Source: an optimization exercise on an open RTL-to-GDS flow (aim: small area, a short achievable clock period and few clock cycles). Production flows keep margins and buffers that such runs may drop.
Only simulation tests tie the RTL to the original design; equivalence was not proved.
Power and IR drop assume default switching activity.

**flow/flow/run.sh**
```bash
#!/bin/bash
# Own flow: the standard layout (standard synthesis, floorplan, placement,
# CTS, routing) run through standard.sh, with three changes to how the layout
# is made: a tighter setup-repair target, single-drive port buffers, and CTS
# with larger sink clusters and without dummy loads. The full make output goes
# to standard_flow.log; ORFS keeps each step's own log under orfs/logs/.
set -euo pipefail
SETUP_MARGIN=${SETUP_MARGIN:-5.5}
bash standard.sh \
  SETUP_SLACK_MARGIN=$SETUP_MARGIN \
  "BUFFER_PORTS_ARGS=-buffer_cell sky130_fd_sc_hd__buf_1" \
  "CTS_ARGS=-sink_clustering_enable -repair_clock_nets -dont_use_dummy_load -sink_clustering_size 20 -sink_clustering_max_diameter 80" \
  finish > standard_flow.log 2>&1
```
**flow/standard.sh**
```bash
#!/bin/bash
# synth_recipe.tcl (not shown) runs the flow's synth.tcl, then flattens the netlist and writes it again
# the make line also repeats each setting of config.mk as NAME=value (left out here)
make -C /OpenROAD-flow-scripts/flow DESIGN_CONFIG=/design/flow/config.mk WORK_HOME=/design/flow/orfs CLKGATE_MAP_FILE= SYNTH_SCRIPT=/design/flow/synth_recipe.tcl "${@:-finish}"
```
**flow/config.mk**
```make
export PLATFORM = sky130hd
export DESIGN_NAME = sha256_core
export DESIGN_NICKNAME = sha256_core
export VERILOG_FILES = /design/flow/design.v
export SDC_FILE = /design/flow/constraint.sdc
export NUM_CORES = 4
export LEC_CHECK = 0
export CAP_MARGIN = 10
export CORE_MARGIN = 4
export CORE_UTILIZATION = 60
export SLEW_MARGIN = 10
```
**flow/constraint.sdc**
```tcl
create_clock -name core_clock -period 10.0 [get_ports {clk}]
set_input_delay 2.0000 -clock core_clock [delete_from_list [all_inputs] [get_ports {clk}]]
set_output_delay 2.0000 -clock core_clock [all_outputs]
set_load 0.01 [all_outputs]
```
**flow/design.v**
```verilog
module sha256_core (
    input  wire         clk,
    input  wire         rst,         
    input  wire         start,
    input  wire [13:0]  len,         
    output wire         ready,
    input  wire         in_valid,
    input  wire [31:0]  in_data,
    output wire         in_ready,
    output reg          done,
    output wire [255:0] digest
);
    reg [1:0]  ph;           
    reg        run, fin;     
    reg [5:0]  kt;           
    reg        cur_first;    
    reg        cur_last;     
    reg        nf;           
    reg [31:0] a, b, c, d, e, f, g, p;
    reg [31:0] kq;           
    reg [31:0] w [0:15];
    reg [31:0] ra [0:3];     
    reg [31:0] re [0:3];     
    reg        busy;         
    reg        loading;      
    reg        pend;         
    reg        pend_first, pend_last;
    reg [13:0] mlen;
    reg        bfirst;       
    reg        blast;        
    reg [12:0] hw_left;      
    reg        hw_nz, hw_one;
    reg [1:0]  rem;
    reg        p80;          
    reg [3:0]  j;            
    reg [3:0]  dsl;          
    reg [3:0]  sc;           
    integer i;
    reg [31:0] k1;
    always @(*) begin
        case (kt)
            6'd0:  k1 = 32'h71374491; 6'd1:  k1 = 32'hb5c0fbcf;
            6'd2:  k1 = 32'he9b5dba5; 6'd3:  k1 = 32'h3956c25b;
            6'd4:  k1 = 32'h59f111f1; 6'd5:  k1 = 32'h923f82a4;
            6'd6:  k1 = 32'hab1c5ed5; 6'd7:  k1 = 32'hd807aa98;
            6'd8:  k1 = 32'h12835b01; 6'd9:  k1 = 32'h243185be;
            6'd10: k1 = 32'h550c7dc3; 6'd11: k1 = 32'h72be5d74;
            6'd12: k1 = 32'h80deb1fe; 6'd13: k1 = 32'h9bdc06a7;
            6'd14: k1 = 32'hc19bf174; 6'd15: k1 = 32'he49b69c1;
            6'd16: k1 = 32'hefbe4786; 6'd17: k1 = 32'h0fc19dc6;
            6'd18: k1 = 32'h240ca1cc; 6'd19: k1 = 32'h2de92c6f;
            6'd20: k1 = 32'h4a7484aa; 6'd21: k1 = 32'h5cb0a9dc;
            6'd22: k1 = 32'h76f988da; 6'd23: k1 = 32'h983e5152;
            6'd24: k1 = 32'ha831c66d; 6'd25: k1 = 32'hb00327c8;
            6'd26: k1 = 32'hbf597fc7; 6'd27: k1 = 32'hc6e00bf3;
            6'd28: k1 = 32'hd5a79147; 6'd29: k1 = 32'h06ca6351;
            6'd30: k1 = 32'h14292967; 6'd31: k1 = 32'h27b70a85;
            6'd32: k1 = 32'h2e1b2138; 6'd33: k1 = 32'h4d2c6dfc;
            6'd34: k1 = 32'h53380d13; 6'd35: k1 = 32'h650a7354;
            6'd36: k1 = 32'h766a0abb; 6'd37: k1 = 32'h81c2c92e;
            6'd38: k1 = 32'h92722c85; 6'd39: k1 = 32'ha2bfe8a1;
            6'd40: k1 = 32'ha81a664b; 6'd41: k1 = 32'hc24b8b70;
            6'd42: k1 = 32'hc76c51a3; 6'd43: k1 = 32'hd192e819;
            6'd44: k1 = 32'hd6990624; 6'd45: k1 = 32'hf40e3585;
            6'd46: k1 = 32'h106aa070; 6'd47: k1 = 32'h19a4c116;
            6'd48: k1 = 32'h1e376c08; 6'd49: k1 = 32'h2748774c;
            6'd50: k1 = 32'h34b0bcb5; 6'd51: k1 = 32'h391c0cb3;
            6'd52: k1 = 32'h4ed8aa4a; 6'd53: k1 = 32'h5b9cca4f;
            6'd54: k1 = 32'h682e6ff3; 6'd55: k1 = 32'h748f82ee;
            6'd56: k1 = 32'h78a5636f; 6'd57: k1 = 32'h84c87814;
            6'd58: k1 = 32'h8cc70208; 6'd59: k1 = 32'h90befffa;
            6'd60: k1 = 32'ha4506ceb; 6'd61: k1 = 32'hbef9a3f7;
            6'd62: k1 = 32'hc67178f2; default: k1 = 32'h428a2f98;
        endcase
    end
    reg [31:0] iva, ive, ive_n;
    always @(*) begin
        case (ph)
            2'd0: begin iva = 32'ha54ff53a; ive = 32'h5be0cd19; ive_n = 32'h1f83d9ab; end
            2'd1: begin iva = 32'h3c6ef372; ive = 32'h1f83d9ab; ive_n = 32'h9b05688c; end
            2'd2: begin iva = 32'hbb67ae85; ive = 32'h9b05688c; ive_n = 32'h510e527f; end
            default: begin iva = 32'h6a09e667; ive = 32'h510e527f; ive_n = 32'h5be0cd19; end
        endcase
    end
    wire acc      = start && !busy;
    wire aligned  = (dsl == 4'd0);
    wire load_wr  = loading && aligned && (!hw_nz || in_valid);
    wire blk_done = load_wr && (j == 4'd15);
    wire ld_ok    = !run || (kt == 6'd0) || (kt >= 6'd52);
    wire ld_go    = (ph == 2'd3) && (busy || acc) && !loading && !pend && ld_ok;
    assign ready    = !busy;
    assign in_ready = loading && aligned && hw_nz;
    wire part = hw_one && (rem != 2'd0);
    reg [31:0] pmask, pconst;
    always @(*) begin
        pmask  = 32'h00000000;
        pconst = 32'h00000000;
        if (hw_nz) begin
            if (part) begin
                case (rem)
                    2'd1:    begin pmask = 32'hff000000; pconst = 32'h00800000; end
                    2'd2:    begin pmask = 32'hffff0000; pconst = 32'h00008000; end
                    default: begin pmask = 32'hffffff00; pconst = 32'h00000080; end
                endcase
            end else begin
                pmask = 32'hffffffff;
            end
        end else if (!p80) begin
            pconst = 32'h80000000;
        end else if ((j == 4'd15) && blast) begin
            pconst = {15'd0, mlen, 3'b000};
        end
    end
    wire [31:0] pw = (in_data & pmask) | pconst;
    wire eng_can = (fin && (ph == 2'd3)) || (!run && !fin);
    wire go      = eng_can && (sc == 4'd15) && (pend || blk_done);
    reg  fprep;   
    wire [31:0] S1  = {e[5:0], e[31:6]} ^ {e[10:0], e[31:11]} ^ {e[24:0], e[31:25]};
    wire [31:0] ch  = (e & f) ^ (~e & g);
    wire [31:0] S0  = {a[1:0], a[31:2]} ^ {a[12:0], a[31:13]} ^ {a[21:0], a[31:22]};
    wire [31:0] maj = (a & b) ^ (a & c) ^ (b & c);
    wire [31:0] t1s = p ^ S1 ^ ch;
    wire [31:0] t1c = {((p[30:0] & S1[30:0]) | (p[30:0] & ch[30:0]) | (S1[30:0] & ch[30:0])), 1'b0};
    wire [31:0] es  = t1s ^ t1c ^ d;
    wire [31:0] ec  = {((t1s[30:0] & t1c[30:0]) | (t1s[30:0] & d[30:0]) | (t1c[30:0] & d[30:0])), 1'b0};
    wire [31:0] u1s = t1s ^ t1c ^ S0;
    wire [31:0] u1c = {((t1s[30:0] & t1c[30:0]) | (t1s[30:0] & S0[30:0]) | (t1c[30:0] & S0[30:0])), 1'b0};
    wire [31:0] u2s = u1s ^ u1c ^ maj;
    wire [31:0] u2c = {((u1s[30:0] & u1c[30:0]) | (u1s[30:0] & maj[30:0]) | (u1c[30:0] & maj[30:0])), 1'b0};
    wire [31:0] e_new, a_new;
    add32_sk u_adde (.x(es), .y(ec), .s(e_new));
    add32_sk u_adda (.x(u2s), .y(u2c), .s(a_new));
    wire [31:0] s0w   = {w[1][6:0], w[1][31:7]} ^ {w[1][17:0], w[1][31:18]} ^ (w[1] >> 3);
    wire [31:0] s1w   = {w[14][16:0], w[14][31:17]} ^ {w[14][18:0], w[14][31:19]} ^ (w[14] >> 10);
    wire [31:0] wn1s, wn1c, wn2s, wn2c, w_new;
    csa32 u_wc1 (.x(s1w), .y(w[9]), .z(s0w), .s(wn1s), .c(wn1c));
    csa32 u_wc2 (.x(wn1s), .y(wn1c), .z(w[0]), .s(wn2s), .c(wn2c));
    add32_sk u_addw (.x(wn2s), .y(wn2c), .s(w_new));
    wire [31:0] hsel_e = cur_first ? ive_n : re[1];
    wire [31:0] pcs, pcc, p_sum;
    csa32 u_pc (.x(g), .y(fprep ? hsel_e : kq), .z(fprep ? 32'd0 : w[1]), .s(pcs), .c(pcc));
    add32_sk u_addp (.x(pcs), .y(pcc), .s(p_sum));
    wire [31:0] p_nxt  = (run || fin && (ph != 2'd3) || go) ? p_sum : g;
    wire [31:0] hsel_a = fin ? (cur_first ? iva : ra[0]) : 32'd0;
    wire [31:0] sum_a;
    add32_sk u_addf (.x(hsel_a), .y(d), .s(sum_a));
    assign digest = {ra[3], ra[2], ra[1], ra[0], re[3], re[2], re[1], re[0]};
    always @(posedge clk) begin
        a <= run ? a_new : (nf ? iva : sum_a);
        e <= run ? e_new : (nf ? ive : p);
        b <= a; c <= b; d <= c;
        f <= e; g <= f;
        p <= p_nxt;
        kq <= k1;
        for (i = 0; i < 15; i = i + 1)
            w[i] <= w[i+1];
        w[15] <= load_wr ? pw : (run ? w_new : w[0]);
        for (i = 0; i < 3; i = i + 1) begin
            ra[i] <= ra[i+1];
            re[i] <= re[i+1];
        end
        ra[3] <= fin ? sum_a : ra[0];
        re[3] <= fin ? p : re[0];
        if (acc) begin
            mlen    <= len;
            hw_left <= ({1'b0, len} + 15'd3) >> 2;
            hw_nz   <= (len != 14'd0);
            hw_one  <= (len != 14'd0) && (len <= 14'd4);
            rem     <= len[1:0];
            p80     <= 1'b0;
            bfirst  <= 1'b1;
        end else if (load_wr) begin
            if (hw_nz) begin
                hw_left <= hw_left - 13'd1;
                hw_nz   <= (hw_left != 13'd1);
                hw_one  <= (hw_left == 13'd2);
                if (part) p80 <= 1'b1;
            end else begin
                p80 <= 1'b1;
            end
            if (j == 4'd15)
                bfirst <= 1'b0;
        end
        if (blk_done) begin
            pend_first <= bfirst;
            pend_last  <= blast;
        end
        if (ld_go) begin
            j   <= 4'd0;
            dsl <= 4'd0;
            blast <= acc ? (len < 14'd56)
                         : ((hw_left <= 13'd13) || ((hw_left == 13'd14) && (rem != 2'd0)));
        end else if (loading) begin
            if (load_wr) j <= j + 4'd1;
            else         dsl <= dsl + 4'd1;
        end
        if (go) begin
            cur_first <= pend ? pend_first : bfirst;
            cur_last  <= pend ? pend_last  : blast;
        end
        if (rst) begin
            ph      <= 2'd0;
            sc      <= 4'd0;
            run     <= 1'b0;
            fin     <= 1'b0;
            kt      <= 6'd63;
            nf      <= 1'b1;
            done    <= 1'b0;
            fprep   <= 1'b0;
            busy    <= 1'b0;
            loading <= 1'b0;
            pend    <= 1'b0;
        end else begin
            ph   <= ph + 2'd1;
            sc   <= ld_go ? 4'd0 : sc + 4'd1;
            done <= fin && (ph == 2'd3) && cur_last;
            fprep <= (run && ((kt == 6'd63) || (kt == 6'd0))) || (fin && !ph[1]);
            if (go) begin
                run <= 1'b1;
                fin <= 1'b0;
                kt  <= 6'd1;
            end else if (run) begin
                kt <= kt + 6'd1;
                if (kt == 6'd0) begin
                    run <= 1'b0;
                    fin <= 1'b1;
                    nf  <= cur_last;
                    kt  <= 6'd63;
                end
            end else begin
                kt <= (sc == 4'd14) ? 6'd0 : 6'd63;
                if (fin && (ph == 2'd3))
                    fin <= 1'b0;
            end
            if (acc)
                busy <= 1'b1;
            else if (blk_done && blast)
                busy <= 1'b0;
            if (ld_go)
                loading <= 1'b1;
            else if (blk_done)
                loading <= 1'b0;
            if (blk_done && !go)
                pend <= 1'b1;
            else if (go)
                pend <= 1'b0;
        end
    end
endmodule
module csa32 (
    input  wire [31:0] x, y, z,
    output wire [31:0] s, c
);
    assign s = x ^ y ^ z;
    assign c = {(x[30:0] & y[30:0]) | (x[30:0] & z[30:0]) | (y[30:0] & z[30:0]), 1'b0};
endmodule
module add32_sk (
    input  wire [31:0] x,
    input  wire [31:0] y,
    output wire [31:0] s
);
    wire [31:0] p0 = x ^ y;
    wire [31:0] g0 = x & y;
    wire g_0_1 = g0[1] | (p0[1] & g0[0]);
    wire p_0_1 = p0[1] & p0[0];
    wire g_0_3 = g0[3] | (p0[3] & g0[2]);
    wire p_0_3 = p0[3] & p0[2];
    wire g_0_5 = g0[5] | (p0[5] & g0[4]);
    wire p_0_5 = p0[5] & p0[4];
    wire g_0_7 = g0[7] | (p0[7] & g0[6]);
    wire p_0_7 = p0[7] & p0[6];
    wire g_0_9 = g0[9] | (p0[9] & g0[8]);
    wire p_0_9 = p0[9] & p0[8];
    wire g_0_11 = g0[11] | (p0[11] & g0[10]);
    wire p_0_11 = p0[11] & p0[10];
    wire g_0_13 = g0[13] | (p0[13] & g0[12]);
    wire p_0_13 = p0[13] & p0[12];
    wire g_0_15 = g0[15] | (p0[15] & g0[14]);
    wire p_0_15 = p0[15] & p0[14];
    wire g_0_17 = g0[17] | (p0[17] & g0[16]);
    wire p_0_17 = p0[17] & p0[16];
    wire g_0_19 = g0[19] | (p0[19] & g0[18]);
    wire p_0_19 = p0[19] & p0[18];
    wire g_0_21 = g0[21] | (p0[21] & g0[20]);
    wire p_0_21 = p0[21] & p0[20];
    wire g_0_23 = g0[23] | (p0[23] & g0[22]);
    wire p_0_23 = p0[23] & p0[22];
    wire g_0_25 = g0[25] | (p0[25] & g0[24]);
    wire p_0_25 = p0[25] & p0[24];
    wire g_0_27 = g0[27] | (p0[27] & g0[26]);
    wire p_0_27 = p0[27] & p0[26];
    wire g_0_29 = g0[29] | (p0[29] & g0[28]);
    wire p_0_29 = p0[29] & p0[28];
    wire g_0_31 = g0[31] | (p0[31] & g0[30]);
    wire p_0_31 = p0[31] & p0[30];
    wire g_1_2 = g0[2] | (p0[2] & g_0_1);
    wire p_1_2 = p0[2] & p_0_1;
    wire g_1_3 = g_0_3 | (p_0_3 & g_0_1);
    wire p_1_3 = p_0_3 & p_0_1;
    wire g_1_6 = g0[6] | (p0[6] & g_0_5);
    wire p_1_6 = p0[6] & p_0_5;
    wire g_1_7 = g_0_7 | (p_0_7 & g_0_5);
    wire p_1_7 = p_0_7 & p_0_5;
    wire g_1_10 = g0[10] | (p0[10] & g_0_9);
    wire p_1_10 = p0[10] & p_0_9;
    wire g_1_11 = g_0_11 | (p_0_11 & g_0_9);
    wire p_1_11 = p_0_11 & p_0_9;
    wire g_1_14 = g0[14] | (p0[14] & g_0_13);
    wire p_1_14 = p0[14] & p_0_13;
    wire g_1_15 = g_0_15 | (p_0_15 & g_0_13);
    wire p_1_15 = p_0_15 & p_0_13;
    wire g_1_18 = g0[18] | (p0[18] & g_0_17);
    wire p_1_18 = p0[18] & p_0_17;
    wire g_1_19 = g_0_19 | (p_0_19 & g_0_17);
    wire p_1_19 = p_0_19 & p_0_17;
    wire g_1_22 = g0[22] | (p0[22] & g_0_21);
    wire p_1_22 = p0[22] & p_0_21;
    wire g_1_23 = g_0_23 | (p_0_23 & g_0_21);
    wire p_1_23 = p_0_23 & p_0_21;
    wire g_1_26 = g0[26] | (p0[26] & g_0_25);
    wire p_1_26 = p0[26] & p_0_25;
    wire g_1_27 = g_0_27 | (p_0_27 & g_0_25);
    wire p_1_27 = p_0_27 & p_0_25;
    wire g_1_30 = g0[30] | (p0[30] & g_0_29);
    wire p_1_30 = p0[30] & p_0_29;
    wire g_1_31 = g_0_31 | (p_0_31 & g_0_29);
    wire p_1_31 = p_0_31 & p_0_29;
    wire g_2_4 = g0[4] | (p0[4] & g_1_3);
    wire p_2_4 = p0[4] & p_1_3;
    wire g_2_5 = g_0_5 | (p_0_5 & g_1_3);
    wire p_2_5 = p_0_5 & p_1_3;
    wire g_2_6 = g_1_6 | (p_1_6 & g_1_3);
    wire p_2_6 = p_1_6 & p_1_3;
    wire g_2_7 = g_1_7 | (p_1_7 & g_1_3);
    wire p_2_7 = p_1_7 & p_1_3;
    wire g_2_12 = g0[12] | (p0[12] & g_1_11);
    wire p_2_12 = p0[12] & p_1_11;
    wire g_2_13 = g_0_13 | (p_0_13 & g_1_11);
    wire p_2_13 = p_0_13 & p_1_11;
    wire g_2_14 = g_1_14 | (p_1_14 & g_1_11);
    wire p_2_14 = p_1_14 & p_1_11;
    wire g_2_15 = g_1_15 | (p_1_15 & g_1_11);
    wire p_2_15 = p_1_15 & p_1_11;
    wire g_2_20 = g0[20] | (p0[20] & g_1_19);
    wire p_2_20 = p0[20] & p_1_19;
    wire g_2_21 = g_0_21 | (p_0_21 & g_1_19);
    wire p_2_21 = p_0_21 & p_1_19;
    wire g_2_22 = g_1_22 | (p_1_22 & g_1_19);
    wire p_2_22 = p_1_22 & p_1_19;
    wire g_2_23 = g_1_23 | (p_1_23 & g_1_19);
    wire p_2_23 = p_1_23 & p_1_19;
    wire g_2_28 = g0[28] | (p0[28] & g_1_27);
    wire p_2_28 = p0[28] & p_1_27;
    wire g_2_29 = g_0_29 | (p_0_29 & g_1_27);
    wire p_2_29 = p_0_29 & p_1_27;
    wire g_2_30 = g_1_30 | (p_1_30 & g_1_27);
    wire p_2_30 = p_1_30 & p_1_27;
    wire g_2_31 = g_1_31 | (p_1_31 & g_1_27);
    wire p_2_31 = p_1_31 & p_1_27;
    wire g_3_8 = g0[8] | (p0[8] & g_2_7);
    wire p_3_8 = p0[8] & p_2_7;
    wire g_3_9 = g_0_9 | (p_0_9 & g_2_7);
    wire p_3_9 = p_0_9 & p_2_7;
    wire g_3_10 = g_1_10 | (p_1_10 & g_2_7);
    wire p_3_10 = p_1_10 & p_2_7;
    wire g_3_11 = g_1_11 | (p_1_11 & g_2_7);
    wire p_3_11 = p_1_11 & p_2_7;
    wire g_3_12 = g_2_12 | (p_2_12 & g_2_7);
    wire p_3_12 = p_2_12 & p_2_7;
    wire g_3_13 = g_2_13 | (p_2_13 & g_2_7);
    wire p_3_13 = p_2_13 & p_2_7;
    wire g_3_14 = g_2_14 | (p_2_14 & g_2_7);
    wire p_3_14 = p_2_14 & p_2_7;
    wire g_3_15 = g_2_15 | (p_2_15 & g_2_7);
    wire p_3_15 = p_2_15 & p_2_7;
    wire g_3_24 = g0[24] | (p0[24] & g_2_23);
    wire p_3_24 = p0[24] & p_2_23;
    wire g_3_25 = g_0_25 | (p_0_25 & g_2_23);
    wire p_3_25 = p_0_25 & p_2_23;
    wire g_3_26 = g_1_26 | (p_1_26 & g_2_23);
    wire p_3_26 = p_1_26 & p_2_23;
    wire g_3_27 = g_1_27 | (p_1_27 & g_2_23);
    wire p_3_27 = p_1_27 & p_2_23;
    wire g_3_28 = g_2_28 | (p_2_28 & g_2_23);
    wire p_3_28 = p_2_28 & p_2_23;
    wire g_3_29 = g_2_29 | (p_2_29 & g_2_23);
    wire p_3_29 = p_2_29 & p_2_23;
    wire g_3_30 = g_2_30 | (p_2_30 & g_2_23);
    wire p_3_30 = p_2_30 & p_2_23;
    wire g_3_31 = g_2_31 | (p_2_31 & g_2_23);
    wire p_3_31 = p_2_31 & p_2_23;
    wire g_4_16 = g0[16] | (p0[16] & g_3_15);
    wire p_4_16 = p0[16] & p_3_15;
    wire g_4_17 = g_0_17 | (p_0_17 & g_3_15);
    wire p_4_17 = p_0_17 & p_3_15;
    wire g_4_18 = g_1_18 | (p_1_18 & g_3_15);
    wire p_4_18 = p_1_18 & p_3_15;
    wire g_4_19 = g_1_19 | (p_1_19 & g_3_15);
    wire p_4_19 = p_1_19 & p_3_15;
    wire g_4_20 = g_2_20 | (p_2_20 & g_3_15);
    wire p_4_20 = p_2_20 & p_3_15;
    wire g_4_21 = g_2_21 | (p_2_21 & g_3_15);
    wire p_4_21 = p_2_21 & p_3_15;
    wire g_4_22 = g_2_22 | (p_2_22 & g_3_15);
    wire p_4_22 = p_2_22 & p_3_15;
    wire g_4_23 = g_2_23 | (p_2_23 & g_3_15);
    wire p_4_23 = p_2_23 & p_3_15;
    wire g_4_24 = g_3_24 | (p_3_24 & g_3_15);
    wire p_4_24 = p_3_24 & p_3_15;
    wire g_4_25 = g_3_25 | (p_3_25 & g_3_15);
    wire p_4_25 = p_3_25 & p_3_15;
    wire g_4_26 = g_3_26 | (p_3_26 & g_3_15);
    wire p_4_26 = p_3_26 & p_3_15;
    wire g_4_27 = g_3_27 | (p_3_27 & g_3_15);
    wire p_4_27 = p_3_27 & p_3_15;
    wire g_4_28 = g_3_28 | (p_3_28 & g_3_15);
    wire p_4_28 = p_3_28 & p_3_15;
    wire g_4_29 = g_3_29 | (p_3_29 & g_3_15);
    wire p_4_29 = p_3_29 & p_3_15;
    wire g_4_30 = g_3_30 | (p_3_30 & g_3_15);
    wire p_4_30 = p_3_30 & p_3_15;
    wire g_4_31 = g_3_31 | (p_3_31 & g_3_15);
    wire p_4_31 = p_3_31 & p_3_15;
    wire [31:0] cy = {g_4_30, g_4_29, g_4_28, g_4_27, g_4_26, g_4_25, g_4_24, g_4_23, g_4_22, g_4_21, g_4_20, g_4_19, g_4_18, g_4_17, g_4_16, g_3_15, g_3_14, g_3_13, g_3_12, g_3_11, g_3_10, g_3_9, g_3_8, g_2_7, g_2_6, g_2_5, g_2_4, g_1_3, g_1_2, g_0_1, g0[0], 1'b0};
    assign s = p0 ^ cy;
endmodule
module add32_bk (
    input  wire [31:0] x,
    input  wire [31:0] y,
    output wire [31:0] s
);
    wire [31:0] p0 = x ^ y;
    wire [31:0] g0 = x & y;
    wire g_0_1 = g0[1] | (p0[1] & g0[0]);
    wire p_0_1 = p0[1] & p0[0];
    wire g_0_3 = g0[3] | (p0[3] & g0[2]);
    wire p_0_3 = p0[3] & p0[2];
    wire g_0_5 = g0[5] | (p0[5] & g0[4]);
    wire p_0_5 = p0[5] & p0[4];
    wire g_0_7 = g0[7] | (p0[7] & g0[6]);
    wire p_0_7 = p0[7] & p0[6];
    wire g_0_9 = g0[9] | (p0[9] & g0[8]);
    wire p_0_9 = p0[9] & p0[8];
    wire g_0_11 = g0[11] | (p0[11] & g0[10]);
    wire p_0_11 = p0[11] & p0[10];
    wire g_0_13 = g0[13] | (p0[13] & g0[12]);
    wire p_0_13 = p0[13] & p0[12];
    wire g_0_15 = g0[15] | (p0[15] & g0[14]);
    wire p_0_15 = p0[15] & p0[14];
    wire g_0_17 = g0[17] | (p0[17] & g0[16]);
    wire p_0_17 = p0[17] & p0[16];
    wire g_0_19 = g0[19] | (p0[19] & g0[18]);
    wire p_0_19 = p0[19] & p0[18];
    wire g_0_21 = g0[21] | (p0[21] & g0[20]);
    wire p_0_21 = p0[21] & p0[20];
    wire g_0_23 = g0[23] | (p0[23] & g0[22]);
    wire p_0_23 = p0[23] & p0[22];
    wire g_0_25 = g0[25] | (p0[25] & g0[24]);
    wire p_0_25 = p0[25] & p0[24];
    wire g_0_27 = g0[27] | (p0[27] & g0[26]);
    wire p_0_27 = p0[27] & p0[26];
    wire g_0_29 = g0[29] | (p0[29] & g0[28]);
    wire p_0_29 = p0[29] & p0[28];
    wire g_0_31 = g0[31] | (p0[31] & g0[30]);
    wire p_0_31 = p0[31] & p0[30];
    wire g_1_3 = g_0_3 | (p_0_3 & g_0_1);
    wire p_1_3 = p_0_3 & p_0_1;
    wire g_1_7 = g_0_7 | (p_0_7 & g_0_5);
    wire p_1_7 = p_0_7 & p_0_5;
    wire g_1_11 = g_0_11 | (p_0_11 & g_0_9);
    wire p_1_11 = p_0_11 & p_0_9;
    wire g_1_15 = g_0_15 | (p_0_15 & g_0_13);
    wire p_1_15 = p_0_15 & p_0_13;
    wire g_1_19 = g_0_19 | (p_0_19 & g_0_17);
    wire p_1_19 = p_0_19 & p_0_17;
    wire g_1_23 = g_0_23 | (p_0_23 & g_0_21);
    wire p_1_23 = p_0_23 & p_0_21;
    wire g_1_27 = g_0_27 | (p_0_27 & g_0_25);
    wire p_1_27 = p_0_27 & p_0_25;
    wire g_1_31 = g_0_31 | (p_0_31 & g_0_29);
    wire p_1_31 = p_0_31 & p_0_29;
    wire g_2_7 = g_1_7 | (p_1_7 & g_1_3);
    wire p_2_7 = p_1_7 & p_1_3;
    wire g_2_15 = g_1_15 | (p_1_15 & g_1_11);
    wire p_2_15 = p_1_15 & p_1_11;
    wire g_2_23 = g_1_23 | (p_1_23 & g_1_19);
    wire p_2_23 = p_1_23 & p_1_19;
    wire g_2_31 = g_1_31 | (p_1_31 & g_1_27);
    wire p_2_31 = p_1_31 & p_1_27;
    wire g_3_15 = g_2_15 | (p_2_15 & g_2_7);
    wire p_3_15 = p_2_15 & p_2_7;
    wire g_3_31 = g_2_31 | (p_2_31 & g_2_23);
    wire p_3_31 = p_2_31 & p_2_23;
    wire g_4_31 = g_3_31 | (p_3_31 & g_3_15);
    wire p_4_31 = p_3_31 & p_3_15;
    wire g_5_23 = g_2_23 | (p_2_23 & g_3_15);
    wire p_5_23 = p_2_23 & p_3_15;
    wire g_6_11 = g_1_11 | (p_1_11 & g_2_7);
    wire p_6_11 = p_1_11 & p_2_7;
    wire g_6_19 = g_1_19 | (p_1_19 & g_3_15);
    wire p_6_19 = p_1_19 & p_3_15;
    wire g_6_27 = g_1_27 | (p_1_27 & g_5_23);
    wire p_6_27 = p_1_27 & p_5_23;
    wire g_7_5 = g_0_5 | (p_0_5 & g_1_3);
    wire p_7_5 = p_0_5 & p_1_3;
    wire g_7_9 = g_0_9 | (p_0_9 & g_2_7);
    wire p_7_9 = p_0_9 & p_2_7;
    wire g_7_13 = g_0_13 | (p_0_13 & g_6_11);
    wire p_7_13 = p_0_13 & p_6_11;
    wire g_7_17 = g_0_17 | (p_0_17 & g_3_15);
    wire p_7_17 = p_0_17 & p_3_15;
    wire g_7_21 = g_0_21 | (p_0_21 & g_6_19);
    wire p_7_21 = p_0_21 & p_6_19;
    wire g_7_25 = g_0_25 | (p_0_25 & g_5_23);
    wire p_7_25 = p_0_25 & p_5_23;
    wire g_7_29 = g_0_29 | (p_0_29 & g_6_27);
    wire p_7_29 = p_0_29 & p_6_27;
    wire g_8_2 = g0[2] | (p0[2] & g_0_1);
    wire p_8_2 = p0[2] & p_0_1;
    wire g_8_4 = g0[4] | (p0[4] & g_1_3);
    wire p_8_4 = p0[4] & p_1_3;
    wire g_8_6 = g0[6] | (p0[6] & g_7_5);
    wire p_8_6 = p0[6] & p_7_5;
    wire g_8_8 = g0[8] | (p0[8] & g_2_7);
    wire p_8_8 = p0[8] & p_2_7;
    wire g_8_10 = g0[10] | (p0[10] & g_7_9);
    wire p_8_10 = p0[10] & p_7_9;
    wire g_8_12 = g0[12] | (p0[12] & g_6_11);
    wire p_8_12 = p0[12] & p_6_11;
    wire g_8_14 = g0[14] | (p0[14] & g_7_13);
    wire p_8_14 = p0[14] & p_7_13;
    wire g_8_16 = g0[16] | (p0[16] & g_3_15);
    wire p_8_16 = p0[16] & p_3_15;
    wire g_8_18 = g0[18] | (p0[18] & g_7_17);
    wire p_8_18 = p0[18] & p_7_17;
    wire g_8_20 = g0[20] | (p0[20] & g_6_19);
    wire p_8_20 = p0[20] & p_6_19;
    wire g_8_22 = g0[22] | (p0[22] & g_7_21);
    wire p_8_22 = p0[22] & p_7_21;
    wire g_8_24 = g0[24] | (p0[24] & g_5_23);
    wire p_8_24 = p0[24] & p_5_23;
    wire g_8_26 = g0[26] | (p0[26] & g_7_25);
    wire p_8_26 = p0[26] & p_7_25;
    wire g_8_28 = g0[28] | (p0[28] & g_6_27);
    wire p_8_28 = p0[28] & p_6_27;
    wire g_8_30 = g0[30] | (p0[30] & g_7_29);
    wire p_8_30 = p0[30] & p_7_29;
    wire [31:0] cy = {g_8_30, g_7_29, g_8_28, g_6_27, g_8_26, g_7_25, g_8_24, g_5_23, g_8_22, g_7_21, g_8_20, g_6_19, g_8_18, g_7_17, g_8_16, g_3_15, g_8_14, g_7_13, g_8_12, g_6_11, g_8_10, g_7_9, g_8_8, g_2_7, g_8_6, g_7_5, g_8_4, g_1_3, g_8_2, g_0_1, g0[0], 1'b0};
    assign s = p0 ^ cy;
endmodule
module add32_ks (
    input  wire [31:0] x,
    input  wire [31:0] y,
    output wire [31:0] s
);
    wire [31:0] p0 = x ^ y;
    wire [31:0] g0 = x & y;
    wire g_0_1 = g0[1] | (p0[1] & g0[0]);
    wire p_0_1 = p0[1] & p0[0];
    wire g_0_2 = g0[2] | (p0[2] & g0[1]);
    wire p_0_2 = p0[2] & p0[1];
    wire g_0_3 = g0[3] | (p0[3] & g0[2]);
    wire p_0_3 = p0[3] & p0[2];
    wire g_0_4 = g0[4] | (p0[4] & g0[3]);
    wire p_0_4 = p0[4] & p0[3];
    wire g_0_5 = g0[5] | (p0[5] & g0[4]);
    wire p_0_5 = p0[5] & p0[4];
    wire g_0_6 = g0[6] | (p0[6] & g0[5]);
    wire p_0_6 = p0[6] & p0[5];
    wire g_0_7 = g0[7] | (p0[7] & g0[6]);
    wire p_0_7 = p0[7] & p0[6];
    wire g_0_8 = g0[8] | (p0[8] & g0[7]);
    wire p_0_8 = p0[8] & p0[7];
    wire g_0_9 = g0[9] | (p0[9] & g0[8]);
    wire p_0_9 = p0[9] & p0[8];
    wire g_0_10 = g0[10] | (p0[10] & g0[9]);
    wire p_0_10 = p0[10] & p0[9];
    wire g_0_11 = g0[11] | (p0[11] & g0[10]);
    wire p_0_11 = p0[11] & p0[10];
    wire g_0_12 = g0[12] | (p0[12] & g0[11]);
    wire p_0_12 = p0[12] & p0[11];
    wire g_0_13 = g0[13] | (p0[13] & g0[12]);
    wire p_0_13 = p0[13] & p0[12];
    wire g_0_14 = g0[14] | (p0[14] & g0[13]);
    wire p_0_14 = p0[14] & p0[13];
    wire g_0_15 = g0[15] | (p0[15] & g0[14]);
    wire p_0_15 = p0[15] & p0[14];
    wire g_0_16 = g0[16] | (p0[16] & g0[15]);
    wire p_0_16 = p0[16] & p0[15];
    wire g_0_17 = g0[17] | (p0[17] & g0[16]);
    wire p_0_17 = p0[17] & p0[16];
    wire g_0_18 = g0[18] | (p0[18] & g0[17]);
    wire p_0_18 = p0[18] & p0[17];
    wire g_0_19 = g0[19] | (p0[19] & g0[18]);
    wire p_0_19 = p0[19] & p0[18];
    wire g_0_20 = g0[20] | (p0[20] & g0[19]);
    wire p_0_20 = p0[20] & p0[19];
    wire g_0_21 = g0[21] | (p0[21] & g0[20]);
    wire p_0_21 = p0[21] & p0[20];
    wire g_0_22 = g0[22] | (p0[22] & g0[21]);
    wire p_0_22 = p0[22] & p0[21];
    wire g_0_23 = g0[23] | (p0[23] & g0[22]);
    wire p_0_23 = p0[23] & p0[22];
    wire g_0_24 = g0[24] | (p0[24] & g0[23]);
    wire p_0_24 = p0[24] & p0[23];
    wire g_0_25 = g0[25] | (p0[25] & g0[24]);
    wire p_0_25 = p0[25] & p0[24];
    wire g_0_26 = g0[26] | (p0[26] & g0[25]);
    wire p_0_26 = p0[26] & p0[25];
    wire g_0_27 = g0[27] | (p0[27] & g0[26]);
    wire p_0_27 = p0[27] & p0[26];
    wire g_0_28 = g0[28] | (p0[28] & g0[27]);
    wire p_0_28 = p0[28] & p0[27];
    wire g_0_29 = g0[29] | (p0[29] & g0[28]);
    wire p_0_29 = p0[29] & p0[28];
    wire g_0_30 = g0[30] | (p0[30] & g0[29]);
    wire p_0_30 = p0[30] & p0[29];
    wire g_0_31 = g0[31] | (p0[31] & g0[30]);
    wire p_0_31 = p0[31] & p0[30];
    wire g_1_2 = g_0_2 | (p_0_2 & g0[0]);
    wire p_1_2 = p_0_2 & p0[0];
    wire g_1_3 = g_0_3 | (p_0_3 & g_0_1);
    wire p_1_3 = p_0_3 & p_0_1;
    wire g_1_4 = g_0_4 | (p_0_4 & g_0_2);
    wire p_1_4 = p_0_4 & p_0_2;
    wire g_1_5 = g_0_5 | (p_0_5 & g_0_3);
    wire p_1_5 = p_0_5 & p_0_3;
    wire g_1_6 = g_0_6 | (p_0_6 & g_0_4);
    wire p_1_6 = p_0_6 & p_0_4;
    wire g_1_7 = g_0_7 | (p_0_7 & g_0_5);
    wire p_1_7 = p_0_7 & p_0_5;
    wire g_1_8 = g_0_8 | (p_0_8 & g_0_6);
    wire p_1_8 = p_0_8 & p_0_6;
    wire g_1_9 = g_0_9 | (p_0_9 & g_0_7);
    wire p_1_9 = p_0_9 & p_0_7;
    wire g_1_10 = g_0_10 | (p_0_10 & g_0_8);
    wire p_1_10 = p_0_10 & p_0_8;
    wire g_1_11 = g_0_11 | (p_0_11 & g_0_9);
    wire p_1_11 = p_0_11 & p_0_9;
    wire g_1_12 = g_0_12 | (p_0_12 & g_0_10);
    wire p_1_12 = p_0_12 & p_0_10;
    wire g_1_13 = g_0_13 | (p_0_13 & g_0_11);
    wire p_1_13 = p_0_13 & p_0_11;
    wire g_1_14 = g_0_14 | (p_0_14 & g_0_12);
    wire p_1_14 = p_0_14 & p_0_12;
    wire g_1_15 = g_0_15 | (p_0_15 & g_0_13);
    wire p_1_15 = p_0_15 & p_0_13;
    wire g_1_16 = g_0_16 | (p_0_16 & g_0_14);
    wire p_1_16 = p_0_16 & p_0_14;
    wire g_1_17 = g_0_17 | (p_0_17 & g_0_15);
    wire p_1_17 = p_0_17 & p_0_15;
    wire g_1_18 = g_0_18 | (p_0_18 & g_0_16);
    wire p_1_18 = p_0_18 & p_0_16;
    wire g_1_19 = g_0_19 | (p_0_19 & g_0_17);
    wire p_1_19 = p_0_19 & p_0_17;
    wire g_1_20 = g_0_20 | (p_0_20 & g_0_18);
    wire p_1_20 = p_0_20 & p_0_18;
    wire g_1_21 = g_0_21 | (p_0_21 & g_0_19);
    wire p_1_21 = p_0_21 & p_0_19;
    wire g_1_22 = g_0_22 | (p_0_22 & g_0_20);
    wire p_1_22 = p_0_22 & p_0_20;
    wire g_1_23 = g_0_23 | (p_0_23 & g_0_21);
    wire p_1_23 = p_0_23 & p_0_21;
    wire g_1_24 = g_0_24 | (p_0_24 & g_0_22);
    wire p_1_24 = p_0_24 & p_0_22;
    wire g_1_25 = g_0_25 | (p_0_25 & g_0_23);
    wire p_1_25 = p_0_25 & p_0_23;
    wire g_1_26 = g_0_26 | (p_0_26 & g_0_24);
    wire p_1_26 = p_0_26 & p_0_24;
    wire g_1_27 = g_0_27 | (p_0_27 & g_0_25);
    wire p_1_27 = p_0_27 & p_0_25;
    wire g_1_28 = g_0_28 | (p_0_28 & g_0_26);
    wire p_1_28 = p_0_28 & p_0_26;
    wire g_1_29 = g_0_29 | (p_0_29 & g_0_27);
    wire p_1_29 = p_0_29 & p_0_27;
    wire g_1_30 = g_0_30 | (p_0_30 & g_0_28);
    wire p_1_30 = p_0_30 & p_0_28;
    wire g_1_31 = g_0_31 | (p_0_31 & g_0_29);
    wire p_1_31 = p_0_31 & p_0_29;
    wire g_2_4 = g_1_4 | (p_1_4 & g0[0]);
    wire p_2_4 = p_1_4 & p0[0];
    wire g_2_5 = g_1_5 | (p_1_5 & g_0_1);
    wire p_2_5 = p_1_5 & p_0_1;
    wire g_2_6 = g_1_6 | (p_1_6 & g_1_2);
    wire p_2_6 = p_1_6 & p_1_2;
    wire g_2_7 = g_1_7 | (p_1_7 & g_1_3);
    wire p_2_7 = p_1_7 & p_1_3;
    wire g_2_8 = g_1_8 | (p_1_8 & g_1_4);
    wire p_2_8 = p_1_8 & p_1_4;
    wire g_2_9 = g_1_9 | (p_1_9 & g_1_5);
    wire p_2_9 = p_1_9 & p_1_5;
    wire g_2_10 = g_1_10 | (p_1_10 & g_1_6);
    wire p_2_10 = p_1_10 & p_1_6;
    wire g_2_11 = g_1_11 | (p_1_11 & g_1_7);
    wire p_2_11 = p_1_11 & p_1_7;
    wire g_2_12 = g_1_12 | (p_1_12 & g_1_8);
    wire p_2_12 = p_1_12 & p_1_8;
    wire g_2_13 = g_1_13 | (p_1_13 & g_1_9);
    wire p_2_13 = p_1_13 & p_1_9;
    wire g_2_14 = g_1_14 | (p_1_14 & g_1_10);
    wire p_2_14 = p_1_14 & p_1_10;
    wire g_2_15 = g_1_15 | (p_1_15 & g_1_11);
    wire p_2_15 = p_1_15 & p_1_11;
    wire g_2_16 = g_1_16 | (p_1_16 & g_1_12);
    wire p_2_16 = p_1_16 & p_1_12;
    wire g_2_17 = g_1_17 | (p_1_17 & g_1_13);
    wire p_2_17 = p_1_17 & p_1_13;
    wire g_2_18 = g_1_18 | (p_1_18 & g_1_14);
    wire p_2_18 = p_1_18 & p_1_14;
    wire g_2_19 = g_1_19 | (p_1_19 & g_1_15);
    wire p_2_19 = p_1_19 & p_1_15;
    wire g_2_20 = g_1_20 | (p_1_20 & g_1_16);
    wire p_2_20 = p_1_20 & p_1_16;
    wire g_2_21 = g_1_21 | (p_1_21 & g_1_17);
    wire p_2_21 = p_1_21 & p_1_17;
    wire g_2_22 = g_1_22 | (p_1_22 & g_1_18);
    wire p_2_22 = p_1_22 & p_1_18;
    wire g_2_23 = g_1_23 | (p_1_23 & g_1_19);
    wire p_2_23 = p_1_23 & p_1_19;
    wire g_2_24 = g_1_24 | (p_1_24 & g_1_20);
    wire p_2_24 = p_1_24 & p_1_20;
    wire g_2_25 = g_1_25 | (p_1_25 & g_1_21);
    wire p_2_25 = p_1_25 & p_1_21;
    wire g_2_26 = g_1_26 | (p_1_26 & g_1_22);
    wire p_2_26 = p_1_26 & p_1_22;
    wire g_2_27 = g_1_27 | (p_1_27 & g_1_23);
    wire p_2_27 = p_1_27 & p_1_23;
    wire g_2_28 = g_1_28 | (p_1_28 & g_1_24);
    wire p_2_28 = p_1_28 & p_1_24;
    wire g_2_29 = g_1_29 | (p_1_29 & g_1_25);
    wire p_2_29 = p_1_29 & p_1_25;
    wire g_2_30 = g_1_30 | (p_1_30 & g_1_26);
    wire p_2_30 = p_1_30 & p_1_26;
    wire g_2_31 = g_1_31 | (p_1_31 & g_1_27);
    wire p_2_31 = p_1_31 & p_1_27;
    wire g_3_8 = g_2_8 | (p_2_8 & g0[0]);
    wire p_3_8 = p_2_8 & p0[0];
    wire g_3_9 = g_2_9 | (p_2_9 & g_0_1);
    wire p_3_9 = p_2_9 & p_0_1;
    wire g_3_10 = g_2_10 | (p_2_10 & g_1_2);
    wire p_3_10 = p_2_10 & p_1_2;
    wire g_3_11 = g_2_11 | (p_2_11 & g_1_3);
    wire p_3_11 = p_2_11 & p_1_3;
    wire g_3_12 = g_2_12 | (p_2_12 & g_2_4);
    wire p_3_12 = p_2_12 & p_2_4;
    wire g_3_13 = g_2_13 | (p_2_13 & g_2_5);
    wire p_3_13 = p_2_13 & p_2_5;
    wire g_3_14 = g_2_14 | (p_2_14 & g_2_6);
    wire p_3_14 = p_2_14 & p_2_6;
    wire g_3_15 = g_2_15 | (p_2_15 & g_2_7);
    wire p_3_15 = p_2_15 & p_2_7;
    wire g_3_16 = g_2_16 | (p_2_16 & g_2_8);
    wire p_3_16 = p_2_16 & p_2_8;
    wire g_3_17 = g_2_17 | (p_2_17 & g_2_9);
    wire p_3_17 = p_2_17 & p_2_9;
    wire g_3_18 = g_2_18 | (p_2_18 & g_2_10);
    wire p_3_18 = p_2_18 & p_2_10;
    wire g_3_19 = g_2_19 | (p_2_19 & g_2_11);
    wire p_3_19 = p_2_19 & p_2_11;
    wire g_3_20 = g_2_20 | (p_2_20 & g_2_12);
    wire p_3_20 = p_2_20 & p_2_12;
    wire g_3_21 = g_2_21 | (p_2_21 & g_2_13);
    wire p_3_21 = p_2_21 & p_2_13;
    wire g_3_22 = g_2_22 | (p_2_22 & g_2_14);
    wire p_3_22 = p_2_22 & p_2_14;
    wire g_3_23 = g_2_23 | (p_2_23 & g_2_15);
    wire p_3_23 = p_2_23 & p_2_15;
    wire g_3_24 = g_2_24 | (p_2_24 & g_2_16);
    wire p_3_24 = p_2_24 & p_2_16;
    wire g_3_25 = g_2_25 | (p_2_25 & g_2_17);
    wire p_3_25 = p_2_25 & p_2_17;
    wire g_3_26 = g_2_26 | (p_2_26 & g_2_18);
    wire p_3_26 = p_2_26 & p_2_18;
    wire g_3_27 = g_2_27 | (p_2_27 & g_2_19);
    wire p_3_27 = p_2_27 & p_2_19;
    wire g_3_28 = g_2_28 | (p_2_28 & g_2_20);
    wire p_3_28 = p_2_28 & p_2_20;
    wire g_3_29 = g_2_29 | (p_2_29 & g_2_21);
    wire p_3_29 = p_2_29 & p_2_21;
    wire g_3_30 = g_2_30 | (p_2_30 & g_2_22);
    wire p_3_30 = p_2_30 & p_2_22;
    wire g_3_31 = g_2_31 | (p_2_31 & g_2_23);
    wire p_3_31 = p_2_31 & p_2_23;
    wire g_4_16 = g_3_16 | (p_3_16 & g0[0]);
    wire p_4_16 = p_3_16 & p0[0];
    wire g_4_17 = g_3_17 | (p_3_17 & g_0_1);
    wire p_4_17 = p_3_17 & p_0_1;
    wire g_4_18 = g_3_18 | (p_3_18 & g_1_2);
    wire p_4_18 = p_3_18 & p_1_2;
    wire g_4_19 = g_3_19 | (p_3_19 & g_1_3);
    wire p_4_19 = p_3_19 & p_1_3;
    wire g_4_20 = g_3_20 | (p_3_20 & g_2_4);
    wire p_4_20 = p_3_20 & p_2_4;
    wire g_4_21 = g_3_21 | (p_3_21 & g_2_5);
    wire p_4_21 = p_3_21 & p_2_5;
    wire g_4_22 = g_3_22 | (p_3_22 & g_2_6);
    wire p_4_22 = p_3_22 & p_2_6;
    wire g_4_23 = g_3_23 | (p_3_23 & g_2_7);
    wire p_4_23 = p_3_23 & p_2_7;
    wire g_4_24 = g_3_24 | (p_3_24 & g_3_8);
    wire p_4_24 = p_3_24 & p_3_8;
    wire g_4_25 = g_3_25 | (p_3_25 & g_3_9);
    wire p_4_25 = p_3_25 & p_3_9;
    wire g_4_26 = g_3_26 | (p_3_26 & g_3_10);
    wire p_4_26 = p_3_26 & p_3_10;
    wire g_4_27 = g_3_27 | (p_3_27 & g_3_11);
    wire p_4_27 = p_3_27 & p_3_11;
    wire g_4_28 = g_3_28 | (p_3_28 & g_3_12);
    wire p_4_28 = p_3_28 & p_3_12;
    wire g_4_29 = g_3_29 | (p_3_29 & g_3_13);
    wire p_4_29 = p_3_29 & p_3_13;
    wire g_4_30 = g_3_30 | (p_3_30 & g_3_14);
    wire p_4_30 = p_3_30 & p_3_14;
    wire g_4_31 = g_3_31 | (p_3_31 & g_3_15);
    wire p_4_31 = p_3_31 & p_3_15;
    wire [31:0] cy = {g_4_30, g_4_29, g_4_28, g_4_27, g_4_26, g_4_25, g_4_24, g_4_23, g_4_22, g_4_21, g_4_20, g_4_19, g_4_18, g_4_17, g_4_16, g_3_15, g_3_14, g_3_13, g_3_12, g_3_11, g_3_10, g_3_9, g_3_8, g_2_7, g_2_6, g_2_5, g_2_4, g_1_3, g_1_2, g_0_1, g0[0], 1'b0};
    assign s = p0 ^ cy;
endmodule
```
==> flow_summary.yaml, run 1 <==
sta:
  setup_viol: 0
  max_clock_freq_ghz: 0.2262
  setup_slack_ps: 5579
  finalCritPeriodShare: 0.4421
  setup_tns_ps: 0
  relSlewSlack: 0.2562
  period_needed_ps: 4421
  worst_slew_pin_slew_ps: 1112
  slew_violations: 0
  hold_viol: 0
  finClkSkew_ps: 92.87
  grt_setup_unrepaired: "true"
layout:
  final_cell_mix: "dfxtp_1 (1022), buf_1 (308), xnor2_1 (261)"
  multi_input_area_mm2: 0.02127
  fill_cells: 5812
  final_common_cell: "dfxtp_1"
  area_delta_synth_final_pct: 10.22
  postLayoutCellArea_mm2: 0.04959
  fin_nets: 4803
  regArea_mm2: 0.02289
  finish.utilization: 0.6672
  drive_gt1_frac: 0.08276
route:
  num_vias: 30710
  wl_per_cell_um: 24.76
  first_iter_violations: 3034
  route.met3.wl_mm: 12.05
  drt-vias-per-instance: 5.783
  ant_nets: 0
  first_pass_iters: 6
  drc: 0
  maxUsedRoutingLayer: "met4"
  wirelength_mm: 131.5
  wl_met2_mm: 56.08
  met1_length_mm: 57.71
die:
  die_w_um: 281.8
  io_pins: 309
  design.die.area_mm2: 0.07943
  core_mm2: 0.07432
  start_util: 0.6053
  row_count: 100
  die_h_um: 281.8
place:
  place.gp.congestion: 0.9891
  io_buffers: 308
  dp_slack_ps: 5048
  placed_area_mm2: 0.04703
  dp_hpwl_mm: 100.3
worst_setup_path:
  crit_top_cell: "fa_1"
  required_ps: 10520
  r2r.worst_path.cells: 16
  startpoint_type: "register"
  r2r_end: "a[31]"
  critical_path_class: "register to register"
  crit_family: "adder cells"
  cp.arrival_ps: 4950
  crit_path_max_incr_delay_ps: 510
  endpoint_kind: "register"
  crit_fanout: 5
  path_buf_inv: 1
  r2r_start: "e[14]"
  rrSetupSlack_ps: 5580
  path_cells: "xor2_1, xnor2_1, fa_1, fa_1, fa_1, inv_1, ha_1, o211ai_1, nor3_2, nand3_2, a211oi_2, o2111ai_1, nand4b_1, a21oi_2, xnor2_1, a221oi_1"
  crit_slowest_cell: "fa_1"
run:
  cap_violations: 0
clock_tree:
  cts_hold_buf: 0
  cts_num_sinks: 1120
  clkTransAtPathRegs_ps: 80
  cts_tree: "built"
  cts_buffer_depth: 3
  insertion_delay_ps: 650
  numCtsBuffers: 69
  cts_htree_levels: 3
  clock-root-buffer: "clkbuf_16"
synthesis:
  synth_nets: 4529
  avgSynthCellArea_um2: 11.06
  syn_area_mm2: 0.04499
  synth.distinct_cells: 81
  seq_area_frac_synth: 0.5059
  synth_cells: 4066
  synth_edf_count: 34
  synthArstFlopShare: 0
  synth_ff_type: "dfxtp_1"
  ys_ff_latch: 1120
  yosysWarnings: 7
hold_path:
  min_to: "w[9][3]"
  worstHoldPathType: "register to register"
  hp-start: "w[10][3]"
  whs_path_depth: 0
pwr:
  pwr-share-comb: 0.376
  ir_drop_uv: 152.4
  p_leak_nw: 20.52
  switching_share: 0.3404
  power_frac_seq: 0.409
  clockPowerShare: 0.216
  internal_power_mw: 8.003
  switching_power_mw: 4.131
  power.density_mw_per_mm2: 244.7
global_routing:
  grt_pass1_vias: 29280
  grtUsageTotal: 0.3258
  grt_max_degree: 90
  overflow: 0
  grt_pass1_wl_mm: 191.2
  antenna_found_initial: 4
run_status:
  status: "complete, no violations"
## per-layer routing
layer  up-vias  GRT usage
met4         0     0.1151
li1      14250          -
met2      1407     0.4901
met1     14770     0.4756
met5         -          0
met3       281    0.05987
## sequential cells by signal, summed over array words and instances, names as in the netlist, 6 cells and up
signal / flops
p: 32
mlen: 14
hw_left: 13
b: 32
d: 32
w: 512
e: 32
c: 32
kq: 32
f: 32
a: 32
kt: 6
ra: 128
re: 128
g: 32
## how the worst max path moves through the flow
stage              start  endpoint  slack (ps)  depth (start not counted)
5_1_grt            ph[0]     a[26]        5420                         17
4_1_cts        cur_first     p[31]        5450                         19
2_1_floorplan       e[1]      a[8]        5670                         15
3_5_place_dp       ph[0]     p[31]        5050                         18
6_report           e[14]     a[31]        5580                         16
3_3_place_gp   cur_first     p[31]        5100                         19
## power by group through the flow
stage               clock (mW)  sequential (mW)  combinational, mW
floorplan                    0             4.94               3.26
detailed placement           0             5.05               4.10
global placement             0             5.04               4.05
finish                    2.62             4.96               4.56
CTS                       2.67             4.95               4.22
global route              2.82             4.98               5.09
## through the flow
stage               total power [mW]  hold slack (ps)  std cells
global placement               9.092            309.5       5222
floorplan                      8.207            309.6       4066
finish                         12.13            282.2       5310
global route                   12.89            293.6       5307
CTS                            11.84            293.4       5292
detailed placement             9.146            312.1       5222
## area by class of cell
type	count	share of cell area
clock buffer	69	0.03482
timing repair buffer	354	0.03119
multi-input combinational	2548	0.4290
sequential	1120	0.4617
antenna	3	0.0001514
tap	969	0.02445
inverter	247	0.01875
## synthesized netlist by cell type, types with 5 or more instances
cell type,number,share of area
a22oi_1,22,0.0037
nand2_1,242,0.020
o21a_1,19,0.0032
dfxtp_1,1086,0.48
a221o_1,10,0.0022
clkbuf_1,115,0.0096
ha_1,193,0.054
nor3_1,58,0.0065
and2_1,8,0.0011
a311oi_1,9,0.0018
o22ai_1,18,0.0025
o31ai_1,11,0.0018
xor2_1,152,0.030
xnor2_1,274,0.053
o211ai_1,23,0.0038
and3_1,17,0.0024
nand2b_1,32,0.0044
maj3_1,18,0.0040
a21oi_1,229,0.025
buf_2,5,0.00056
mux2_2,61,0.015
buf_1,31,0.0026
o311ai_0,17,0.0033
a21boi_0,18,0.0030
or2_2,5,0.00070
nor3b_1,6,0.0010
o21bai_1,12,0.0020
inv_1,242,0.020
or3_1,10,0.0014
nor2b_1,49,0.0068
nand4_1,14,0.0019
mux2i_1,64,0.014
a21o_1,71,0.012
edfxtp_1,34,0.023
a221oi_1,19,0.0037
nor4_1,13,0.0018
o21ai_0,228,0.025
nor2_1,205,0.017
a31oi_1,34,0.0047
fa_1,220,0.098
nand3_1,65,0.0072
a211oi_1,27,0.0045
## repair_timing
action,CTS,global route
setup endpoints to repair,43,62
cloned,0,1
pin swaps,4,30
resized for setup,69,126
setup buffers,1,14
## logic make-up (layout without fill, tap and decap cells)
group	after synthesis	in the layout	share of synthesized area
mux	129	129	0.03134
flops	1120	1120	0.5059
fa+ha+maj	431	431	0.1556
compound gates	817	817	0.1144
buf+inv	398	670	0.03334
xor+xnor	426	426	0.08293
other cells	0	3	0
simple gates	745	745	0.07645
Testbench counts, summed over its fixed seeds: cycles 53,064.
==> run 2: changes to the inputs <==
--- a/flow/flow/run.sh
+++ b/flow/flow/run.sh
@@ -10,4 +10,4 @@
   SETUP_SLACK_MARGIN=$SETUP_MARGIN \
   "BUFFER_PORTS_ARGS=-buffer_cell sky130_fd_sc_hd__buf_1" \
-  "CTS_ARGS=-sink_clustering_enable -repair_clock_nets -dont_use_dummy_load -sink_clustering_size 20 -sink_clustering_max_diameter 80" \
+  "CTS_ARGS=-sink_clustering_enable -repair_clock_nets -dont_use_dummy_load -sink_clustering_size 14 -sink_clustering_max_diameter 60 -buf_list sky130_fd_sc_hd__clkbuf_8" \
   finish > standard_flow.log 2>&1
--- a/flow/config.mk
+++ b/flow/config.mk
@@ -6,6 +6,6 @@
 export NUM_CORES = 4
 export LEC_CHECK = 0
-export CAP_MARGIN = 10
+export CAP_MARGIN = 20
 export CORE_MARGIN = 4
 export CORE_UTILIZATION = 60
-export SLEW_MARGIN = 10
+export SLEW_MARGIN = 20
==> run 2 against run 1 <==
Still clean. Synthesized area unchanged. First-iteration DRC count is 6.8% higher. Count of clock-buffer cells in the layout is 26 higher. Synthesized cell count did not move. Clock power decreased by 16%. Via count grew 0.58%. Utilization shrank 0.57 points. Flip-flop and latch count unchanged. Sequential power hardly changed. Largest cell class unchanged.
==> flow_summary.yaml, run 2 <==
route:
  route.met3.wl_mm: 11.72
  first_pass_iters: 6
  wl_met2_mm: 56.60
  first_iter_violations: 3241
  met1_length_mm: 58.70
  drt-vias-per-instance: 5.788
  wl_per_cell_um: 24.71
  drc: 0
  num_vias: 30890
  ant_nets: 0
  maxUsedRoutingLayer: "met4"
  wirelength_mm: 131.9
layout:
  max_flop_register: "w"
  final_cell_mix: "dfxtp_1 (1029), buf_1 (308), xnor2_1 (262)"
  biggestRegsByFlops: "w (512), ra (128), re (128)"
  regArea_mm2: 0.02288
  postLayoutCellArea_mm2: 0.04916
  final_common_cell: "dfxtp_1"
  finish.utilization: 0.6615
  drive_gt1_frac: 0.08568
  fin_nets: 4830
  multi_input_area_mm2: 0.02125
  largest_reg_flops: 512
  area_delta_synth_final_pct: 9.275
  fill_cells: 5882
sta:
  finClkSkew_ps: 88.90
  worst_slew_pin_slew_ps: 1128
  grt_setup_unrepaired: "true"
  period_needed_ps: 4394
  setup_tns_ps: 0
  relSlewSlack: 0.2483
  slew_violations: 0
  hold_viol: 0
  max_clock_freq_ghz: 0.2276
  finalCritPeriodShare: 0.4394
  setup_viol: 0
run:
  cap_violations: 0
clock_tree:
  cts_num_sinks: 1120
  cts_tree: "built"
  cts_hold_buf: 0
  numCtsBuffers: 95
  clkTransAtPathRegs_ps: 90
  clock-root-buffer: "clkbuf_8"
  insertion_delay_ps: 750
  cts_buffer_depth: 3
  cts_htree_levels: 3
die:
  row_count: 100
  die_w_um: 281.8
  core_mm2: 0.07432
  design.die.area_mm2: 0.07943
  die_h_um: 281.8
  start_util: 0.6053
  io_pins: 309
synthesis:
  synth_cells: 4066
  synth.distinct_cells: 81
  synth_nets: 4529
  yosysTopAreaCell: "dfxtp_1"
  syn_area_mm2: 0.04499
  yosys-top-cells-area: "dfxtp_1 (48%), fa_1 (9.8%), ha_1 (5.4%), xnor2_1 (5.3%), xor2_1 (3.0%)"
  seq_area_frac_synth: 0.5059
  synth_edf_count: 34
  yosysMostFrequentCell: "dfxtp_1"
  synthArstFlopShare: 0
  synth_ff_type: "dfxtp_1"
  yosys.area.top_type_share: 0.4832
  yosysWarnings: 7
  avgSynthCellArea_um2: 11.06
  netlist_top_cells_count: "dfxtp_1 (1086), xnor2_1 (274), inv_1 (242), nand2_1 (242), a21oi_1 (229)"
  ys_ff_latch: 1120
worst_setup_path:
  crit_family: "adder cells"
  required_ps: 10600
  crit_fanout: 5
  crit_path_max_incr_delay_ps: 590
  critical_path_class: "register to register"
  path_cells: "xor2_2, xnor2_1, fa_2, fa_1, fa_1, inv_1, ha_1, and3_1, and4_1, nand3_2, a211oi_4, o2111ai_1, nand4b_1, a21oi_2, xnor2_1, a221oi_1"
  cp.arrival_ps: 4990
  endpoint_kind: "register"
  crit_slowest_cell: "fa_2"
  path_buf_inv: 1
  startpoint_type: "register"
pwr:
  p_leak_nw: 20.36
  pwr-share-comb: 0.388
  ir_drop_uv: 144.6
  internal_power_mw: 7.601
  power.density_mw_per_mm2: 238.0
  clockPowerShare: 0.188
  switching_share: 0.3504
  power_frac_seq: 0.424
  total_power_mw: 11.70
  switching_power_mw: 4.101
hold_path:
  worstHoldPathType: "register to register"
global_routing:
  grtUsageTotal: 0.3257
  antenna_found_initial: 6
  grt_pass1_wl_mm: 191.1
  grt_max_degree: 90
  grt_pass1_vias: 29280
  overflow: 0
run_status:
  status: "complete, no violations"
place:
  io_buffers: 308
  place.gp.congestion: 0.9891
  dp_hpwl_mm: 100.3
  placed_area_mm2: 0.04703
[run 2: cell types whose count changed in the layout (fill, tap and decap cells not counted), moves of 3 or more]
cell	previous run	this run
clkbuf_16	70	2
clkbuf_8	0	95
dfxtp_1	1022	1029
dfxtp_2	44	37
fa_1	207	210
fa_2	13	10
[run 2: kinds of logic (layout without fill, tap and decap cells)]
kind of cell / Yosys count / count (layout) / share of synthesized area
AOI/OAI and AO/OA: 817 / 817 / 0.1144
xor gates and xnor gates: 426 / 426 / 0.08293
adders and majority gates: 431 / 431 / 0.1556
buffers and inverters: 398 / 697 / 0.03334
DFF: 1120 / 1120 / 0.5059
muxes: 129 / 129 / 0.03134
other: 0 / 3 / 0
and+or+nand+nor: 745 / 745 / 0.07645
[run 2: repair_timing]
item,4_1_cts,5_1_grt
endpoints found under the hold margin,0,0
resized for setup,68,120
pin swaps,4,31
setup endpoints to repair,44,72
setup buffers,1,14
gates cloned,0,2
[run 2: worst paths after layout]
path	startpoint	to	slack [ps]	cells after the start
setup / recovery	e[19]	a[31]	5610	16
setup reg to reg	e[19]	a[31]	5610	16
hold / removal	w[5][17]	w[4][17]	280	0
hold reg to reg	w[5][17]	w[4][17]	280	0
[run 2: through the flow]
stage / setup slack (ps) / hold WS, ps / instances
2_1_floorplan: 5672 / 309.6 / 4066
3_3_place_gp: 5100 / 309.5 / 5222
3_5_place_dp: 5048 / 312.1 / 5222
4_1_cts: 5416 / 285.0 / 5318
5_1_grt: 5432 / 291.2 / 5335
6_report: 5606 / 282.1 / 5337
[run 2: area by class of cell]
cell class,instances,share of cell area
clock buffer,95,0.02660
tap,969,0.02466
multi-input combinational,2548,0.4321
inverter,247,0.01891
antenna,3,0.0001527
sequential,1120,0.4655
timing repair buffer,355,0.03207
[run 2: power groups by stage]
| stage | combinational (mW) | sequential, mW | clock [mW] |
|---|---|---|---|
| 2_1_floorplan | 3.26 | 4.94 | 0 |
| 3_3_place_gp | 4.05 | 5.04 | 0 |
| 3_5_place_dp | 4.10 | 5.05 | 0 |
| 4_1_cts | 4.23 | 4.95 | 2.24 |
| 5_1_grt | 5.06 | 4.98 | 2.42 |
| 6_report | 4.55 | 4.96 | 2.20 |
[run 2: per-layer routing]
layer,GRT usage,vias to the layer above
li1,-,14290
met1,0.4772,14870
met2,0.4904,1461
met3,0.06036,269
met4,0.1095,0
met5,0,-

==> afterwards: timing with drivers on the ports <==
The flow's constraints put no driver on any port. The routed layouts listed below were extracted and timed again, unchanged, in two steps. Step 1 assumes that a clkbuf_16 drives the clock port and a buf_2 every other input. Step 2 also shifts input and output timing later by t, the mid clock arrival at the registers, as if the neighbouring blocks saw the same clock. Slacks: no drivers / after step 1 / after step 2; pairs: no drivers / after step 1.
| run | shift t [ns] | setup WS [ns] | latest minus earliest clock arrival (ns) |
|---|---|---|---|
| run 1 | 0.665 | 5.579 / 5.579 / 5.416 | 0.115 / 0.116 |
| run 2 | 0.754 | 5.606 / 5.606 / 5.403 | 0.114 / 0.113 |
After both steps every run listed still meets setup and hold. For run 2, which loses most, drivers alone change the setup slack by 0.000 ns; drivers and shift together by -0.203 ns.
